Background: an optimization exercise with open tools, aiming at small area, a short achievable clock period and few clock cycles. Do not read the settings as production practice.
Function was checked by simulation only, so behaviour that the tests miss may differ from the original.
Power figures rest on the tool's default switching activity, not on a simulated workload.

// lhb_tx
module lhb_tx #(
    parameter TX_MSG_CAP = 128           
) (
    input  wire        clk,
    input  wire        rst,              
    input  wire        t_valid,
    input  wire [7:0]  t_data,
    input  wire        t_last,
    input  wire        t_empty,          
    output wire        t_ready,
    output wire        tx_valid,
    output wire [7:0]  tx_data,
    input  wire        tx_ready,
    output wire        e_valid,
    output wire [7:0]  e_arg,            
    output wire [15:0] e_len,            
    input  wire        e_ready
);
Settings: LEC_CHECK=0, ABC_CLOCK_PERIOD_IN_PS=3000, CAP_MARGIN=20, CORE_MARGIN=2, CORE_UTILIZATION=60, PLACE_DENSITY=0.72, SLEW_MARGIN=20; clock period 10.0 ns.
standard.sh (not shown) runs the stock make flow with config.mk's settings and CLKGATE_MAP_FILE= SYNTH_SCRIPT=/design/flow/synth_recipe.tcl, a recipe that flattens the netlist after the stock synthesis.
==> flow/flow/run.sh <==
#!/bin/bash
# Standard layout, with port buffers of a fixed drive, a clock tree of
# larger sink clusters without dummy loads, and timing repair aiming for a
# setup slack margin of 6.9 ns at the design's clock period.
set -euo pipefail
bash standard.sh SETUP_SLACK_MARGIN=6.9 \
  'BUFFER_PORTS_ARGS=-buffer_cell sky130_fd_sc_hd__buf_4' \
  'CTS_ARGS=-sink_clustering_enable -repair_clock_nets -dont_use_dummy_load -sink_clustering_size 24 -sink_clustering_max_diameter 140' \
  finish > standard.log 2>&1
Testbench counts at the start, summed over its fixed seeds: cycles 17,954.
==> next run, changes <==
--- a/flow/design.v
+++ b/flow/design.v
@@ -22,24 +22,33 @@
     localparam R  = Q + 1;               
     localparam ER = 8;                   
     localparam LA = TX_MSG_CAP + 1;      
     localparam AW = 8;
     localparam SW = 9;                   
     function [AW:0] nx;
         input [AW:0] a;
         nx = (a[AW-1:0] == N - 1) ? {~a[AW], {AW{1'b0}}} : {a[AW], a[AW-1:0] + 1'b1};
     endfunction
     function [AW-1:0] nxi;
         input [AW-1:0] a;
         nxi = (a == N - 1) ? {AW{1'b0}} : a + 1'b1;
+    endfunction
+    function [AW-1:0] dif;
+        input [AW-1:0] a;
+        input [AW-1:0] b;
+        reg   [AW:0]   d;
+        begin
+            d   = {1'b0, a} - {1'b0, b};
+            dif = d[AW] ? d[AW-1:0] + N : d[AW-1:0];
+        end
     endfunction
     reg  [SW*N-1:0] drum;                
     localparam [1:0] W_DATA = 2'd0, W_EOF = 2'd1, W_SOF = 2'd2, W_C0 = 2'd3;
     reg  [1:0]    w_st;
     reg  [AW:0]   wr;                    
     reg  [AW-1:0] ow;                    
     reg  [AW:0]   sof;                   
     reg  [AW-1:0] lw;                    
     reg  [15:0]   mcnt;                  
     reg           lt_cap;                
     reg  [7:0]    first;                 
     reg           err_v;
@@ -90,25 +99,25 @@
     wire        err_i   = err_v && !e_ready;
     wire        at_w_i  = m_adv ? at_w : at_w1;
     wire        full_i  = m_adv ? full1 : full;
     wire        rdy_i   = (w_st_i == W_DATA) && !err_i && (!cap_i || (at_w_i && !full_i));
     wire          ret     = !lt_cap && (mcnt == TX_MSG_CAP);
     wire [AW-1:0] ow_ret  = (ow >= N - 1 - TX_MSG_CAP) ? ow - (N - 1 - TX_MSG_CAP) : ow + TX_MSG_CAP + 1;
     wire [AW-1:0] ow_d    = lt_cap ? ow : ret ? ow_ret : ow1;
     wire [AW:0]   wr_d    = lt_cap ? wr1 : ret ? nx(nx(sof)) : wr;
     wire [AW-1:0] lw_d    = lt_cap ? lw + 1'b1 : ret ? 8'd2 : lw;
     wire [15:0]   mcnt_d  = (mcnt == 16'hFFFF) ? mcnt : mcnt + 16'd1;
     wire          cap_d   = lt_cap && (mcnt != TX_MSG_CAP - 1);
     wire          rdy_d   = !cap_d || (at_w && !full1);    
-    wire          b_wok  = t_rdy && (lt_cap || t_empty);
+    wire          b_wok  = t_rdy && (lt_cap || t_empty);    
     wire [SW-1:0] b_wd   = t_empty ? {1'b1, 8'hFF} : {t_data == 8'h00, t_data};
     wire          m_we   = w_eof || w_c0;
     wire [SW-1:0] m_wd   = {1'b1, {8{!w_c0}}};
     always @(posedge clk) begin
         if (rst) begin
             w_st   <= W_DATA;
             wr     <= 2;
             ow     <= 0;
             sof    <= 0;
             lw     <= 2;
             mcnt   <= 16'd0;
             lt_cap <= 1'b1;
@@ -151,25 +160,25 @@
     end
     integer j;
     reg [SW*N-1:0] drum_nx;
     always @(*) begin
         drum_nx = {drum[SW*(N-1)-1:0], drum[SW*(N-1) +: SW]};
         if (rst)
             drum_nx[0 +: SW] = {1'b1, 8'h00};
         else
             for (j = 0; j < EW; j = j + 1)
                 if (ow == j) begin
                     if (m_we)
                         drum_nx[SW*j +: SW] = m_wd;
-                    else if (b_wok)
+                    else if (b_wok && t_valid)
                         drum_nx[SW*j +: SW] = b_wd;
                 end
         if (q_fill)
             drum_nx[SW*Q +: SW] = {1'b1, q_code};
     end
     always @(posedge clk)
         drum <= drum_nx;
     function [7:0] lookahead;
         input [SW*N-1:0] d;
         integer k;
         begin
             lookahead = 8'd0;
After rerunning:
- synthesized cell count decreases by 0.96%
- final area increases by 0.40%
- power decreases by 8.7%
- worst hold slack hardly moves
- setup slack improved by 33 ps
- core utilization stays flat
- fmax increases by 1.1%
- wire length decreases by 0.74%
- non-clock buffer count increases by 16
Testbench counts after the change, summed over its fixed seeds: cycles 17,954.

-- separate check: timing with driven ports --
The results above use ideal ports. As a check the final layouts listed here were re-extracted and re-timed, cells and wires unchanged.
Step 1 sets driving cells, clkbuf_16 on the clock port and buf_2 on the other inputs (assumed; they add their load-dependent delay and slew).
Step 2 adds t to the input delays and takes it off the output delays; t is the mean of the earliest and latest rising clock arrival at the registers after step 1. Input paths then give back, and output paths get back, about the clock's delay inside the block.
Slacks: ideal ports / drivers / drivers and shift; pairs: ideal ports / drivers.
run	t (ns)	setup WS [ns]	worst setup path at the end	worst slew at a driven data input, ns
the first run	0.671	6.865 / 6.809 / 6.325	input to register	0.04
the second run	0.680	6.898 / 6.840 / 6.320	input to register	0.05
After both steps every run listed still meets setup and hold. The setup slack of the second run, which loses most, moves by -0.058 ns with the drivers and by -0.578 ns with both steps.
